This design comes from an exercise in tuning for small area on the open sky130 flow, not from production work. The RTL was checked by simulation tests, not by an equivalence proof against the original design.

==> module hb_i2c_eeprom, before the edit <==
module hb_i2c_eeprom (
    input  wire         clk,
    input  wire         rst,
    input  wire         step,        
    input  wire         scl,         
    input  wire         sda,         
    input  wire         prev_scl,
    input  wire         prev_sda,
    input  wire [31:0]  board_id,    
    input  wire [143:0] serial_id,   
    output reg          sda_drv
);
    localparam [6:0] SLAVE_ADDR = 7'h50;
    reg       idle;
    reg [1:0] g;
    reg [3:0] q;
    reg [7:0] sr;
    reg       dir;       
    reg [7:0] ee_cur;
    wire [207:0] img = {8'h4A, 8'h37, 8'h57, 8'h02, board_id, serial_id};
    wire         hi  = (ee_cur >= 8'd26);
    wire [7:0]  sb;
    wire [25:0] sa;
    hb_ee_sel u_ee_sel (
        .cur (ee_cur[4:0]),
        .q   (q[2:0]),
        .sa  (sa),
        .sb  (sb)
    );
    wire [7:0] col;
    genvar gb, gs;
    generate
        for (gb = 0; gb < 8; gb = gb + 1) begin : g_col
            wire [21:0] d;
            wire [21:0] s;
            for (gs = 0; gs < 22; gs = gs + 1) begin : g_d
                assign d[gs] = img[8*(25-(gs+4)) + gb];
                assign s[gs] = sa[gs+4];
            end
            wire [7:0] y_n;
            for (gs = 0; gs < 7; gs = gs + 1) begin : g_sl
                hb_aoi222 u_sl (.a0(d[3*gs]), .s0(s[3*gs]), .a1(d[3*gs+1]), .s1(s[3*gs+1]),
                                .a2(d[3*gs+2]), .s2(s[3*gs+2]), .y_n(y_n[gs]));
            end
            assign y_n[7] = ~(d[21] & s[21]);
            assign col[gb] = ~&y_n;
        end
    endgenerate
    wire [31:0] cst = img[207:176];
    wire [7:0]  ccol = (sa[0] ? cst[31:24] : 8'd0) | (sa[1] ? cst[23:16] : 8'd0)
                     | (sa[2] ? cst[15:8] : 8'd0) | (sa[3] ? cst[7:0] : 8'd0);
    wire ee_bit = hi | |(sb & (col | ccol));
    wire rise  = step && (scl != prev_scl) && scl;
    wire fall  = step && (scl != prev_scl) && !scl;
    wire start = step && (scl == prev_scl) && scl && (sda != prev_sda) && !sda;
    wire stop  = step && (scl == prev_scl) && scl && (sda != prev_sda) && sda;
    wire q8 = (q == 4'd8);
    always @(posedge clk) begin
        if (rst) begin
            idle    <= 1'b1;
            g       <= 2'd0;
            q       <= 4'd0;
            sr      <= 8'd0;
            dir     <= 1'b0;
            ee_cur  <= 8'd0;
            sda_drv <= 1'b1;
        end else if (rise) begin
            sr <= {sr[6:0], sda};
        end else if (fall) begin
            if (idle) begin
                sda_drv <= 1'b1;
            end else begin
                q <= q8 ? 4'd0 : q + 4'd1;
                if (q8 && g != 2'd2)
                    g <= g + 2'd1;
                if (g == 2'd0) begin
                    if (!q8) begin
                        sda_drv <= 1'b1;
                    end else if (sr[7:1] == SLAVE_ADDR) begin
                        sda_drv <= 1'b0;
                        dir     <= sr[0];
                    end else begin
                        sda_drv <= 1'b1;
                        idle    <= 1'b1;
                    end
                end else if (!dir) begin
                    if (q8) begin
                        if (g == 2'd1)
                            ee_cur <= sr;
                        sda_drv <= 1'b0;
                    end else begin
                        sda_drv <= 1'b1;
                    end
                end else begin
                    if (q8) begin
                        ee_cur  <= ee_cur + 8'd1;
                        sda_drv <= 1'b1;
                    end else begin
                        sda_drv <= ee_bit;
                    end
                end
            end
        end else if (start) begin
            idle <= 1'b0;
            g    <= 2'd0;
            q    <= 4'd0;
            sr   <= 8'd0;
        end else if (stop) begin
            idle <= 1'b1;
        end
    end
endmodule
==> module hb_ee_sel, before the edit <==
module hb_ee_sel (
    input  wire [4:0]  cur,
    input  wire [2:0]  q,
    output wire [25:0] sa,
    output wire [7:0]  sb
);
    wire [2:0] b = ~q;
    genvar gi;
    generate
        for (gi = 0; gi < 8; gi = gi + 1) begin : g_sb
            assign sb[gi] = (b == gi);
        end
        for (gi = 0; gi < 26; gi = gi + 1) begin : g_sa
            assign sa[gi] = (cur == gi);
        end
    endgenerate
endmodule
export LEC_CHECK = 0
export ABC_AREA = 0
export CAP_MARGIN = 20
export CORE_MARGIN = 2
export CORE_UTILIZATION = 40
export CTS_BUF_LIST = sky130_fd_sc_hd__clkbuf_8
export CTS_CLUSTER_DIAMETER = 100
export CTS_CLUSTER_SIZE = 11
export SLEW_MARGIN = 20
export SYNTH_HIERARCHICAL = 1
create_clock -name core_clock -period 10.0 [get_ports {clk}]
standard.sh (not shown) runs the stock make flow with config.mk's settings and CLKGATE_MAP_FILE= SYNTH_SCRIPT=/design/flow/synth_recipe.tcl, a recipe that flattens the netlist after the stock synthesis.
==> flow/flow/run.sh <==
#!/bin/bash
# The standard layout, with the smallest buffer (buf_1) on the ports
# instead of the default clkdlybuf4s50_1. Each ORFS step keeps its own log
# under orfs/logs/; make's own output goes to standard.log.
bash standard.sh "BUFFER_PORTS_ARGS=-buffer_cell sky130_fd_sc_hd__buf_1" > standard.log 2>&1
Change:
--- a/flow/design.v
+++ b/flow/design.v
@@ -18,38 +18,22 @@
     reg       dir;       
     reg [7:0] ee_cur;
     wire [207:0] img = {8'h4A, 8'h37, 8'h57, 8'h02, board_id, serial_id};
+    wire [2:0]   bi  = ~q[2:0];    
     wire         hi  = (ee_cur >= 8'd26);
     wire [7:0]  sb;
     wire [25:0] sa;
-    hb_ee_sel u_ee_sel (
-        .cur (ee_cur[4:0]),
-        .q   (q[2:0]),
-        .sa  (sa),
-        .sb  (sb)
-    );
-    wire [7:0] col;
-    genvar gb, gs;
+    wire [25:0] bb;
+    genvar gb, ga;
     generate
-        for (gb = 0; gb < 8; gb = gb + 1) begin : g_col
-            wire [21:0] d;
-            wire [21:0] s;
-            for (gs = 0; gs < 22; gs = gs + 1) begin : g_d
-                assign d[gs] = img[8*(25-(gs+4)) + gb];
-                assign s[gs] = sa[gs+4];
-            end
-            wire [7:0] y_n;
-            for (gs = 0; gs < 7; gs = gs + 1) begin : g_sl
-                hb_aoi222 u_sl (.a0(d[3*gs]), .s0(s[3*gs]), .a1(d[3*gs+1]), .s1(s[3*gs+1]),
-                                .a2(d[3*gs+2]), .s2(s[3*gs+2]), .y_n(y_n[gs]));
-            end
-            assign y_n[7] = ~(d[21] & s[21]);
-            assign col[gb] = ~&y_n;
+        for (gb = 0; gb < 8; gb = gb + 1) begin : g_sb
+            assign sb[gb] = (bi == gb);
+        end
+        for (ga = 0; ga < 26; ga = ga + 1) begin : g_sa
+            assign sa[ga] = (ee_cur[4:0] == ga);
+            assign bb[ga] = |(sb & img[8*(25-ga) +: 8]);
         end
     endgenerate
-    wire [31:0] cst = img[207:176];
-    wire [7:0]  ccol = (sa[0] ? cst[31:24] : 8'd0) | (sa[1] ? cst[23:16] : 8'd0)
-                     | (sa[2] ? cst[15:8] : 8'd0) | (sa[3] ? cst[7:0] : 8'd0);
-    wire ee_bit = hi | |(sb & (col | ccol));
+    wire ee_bit = hi | |(sa & bb);
     wire rise  = step && (scl != prev_scl) && scl;
     wire fall  = step && (scl != prev_scl) && !scl;
     wire start = step && (scl == prev_scl) && scl && (sda != prev_sda) && !sda;
@@ -110,23 +94,6 @@
         end
     end
 endmodule
-module hb_ee_sel (
-    input  wire [4:0]  cur,
-    input  wire [2:0]  q,
-    output wire [25:0] sa,
-    output wire [7:0]  sb
-);
-    wire [2:0] b = ~q;
-    genvar gi;
-    generate
-        for (gi = 0; gi < 8; gi = gi + 1) begin : g_sb
-            assign sb[gi] = (b == gi);
-        end
-        for (gi = 0; gi < 26; gi = gi + 1) begin : g_sa
-            assign sa[gi] = (cur == gi);
-        end
-    endgenerate
-endmodule
 module hb_deframer (
     input  wire       clk,
     input  wire       rst,
Outcome:
- worst setup slack improves by 34 ps
- global-route usage came out lower by 1.7 points
- maximum frequency came out higher by 0.39%
- clock skew came out lower by 14 ps
- count of clock-buffer cells in the layout came out lower by 3

==> separate check: timing with driven ports <==
In the flow no input, the clock included, has a driving cell. The finished layouts below were timed again as built, in two steps. Step 1 assumes that a clkbuf_16 drives the clock port and a buf_2 every other input. Step 2 also shifts input and output timing later by t, the mid clock arrival at the registers, as if the neighbouring blocks saw the same clock. Three values: no drivers, after step 1, after step 2; two values: the first two.
run | t (ns) | setup WS [ns] | worst setup path after step 2
the first run | 0.690 | 1.168 / 1.147 / 0.457 | input to register
the second run | 0.685 | 1.202 / 1.200 / 0.514 | input to register
After both steps every run listed still meets setup and hold. For the first run, which loses most, drivers alone change the setup slack by -0.021 ns; drivers and shift together by -0.711 ns.
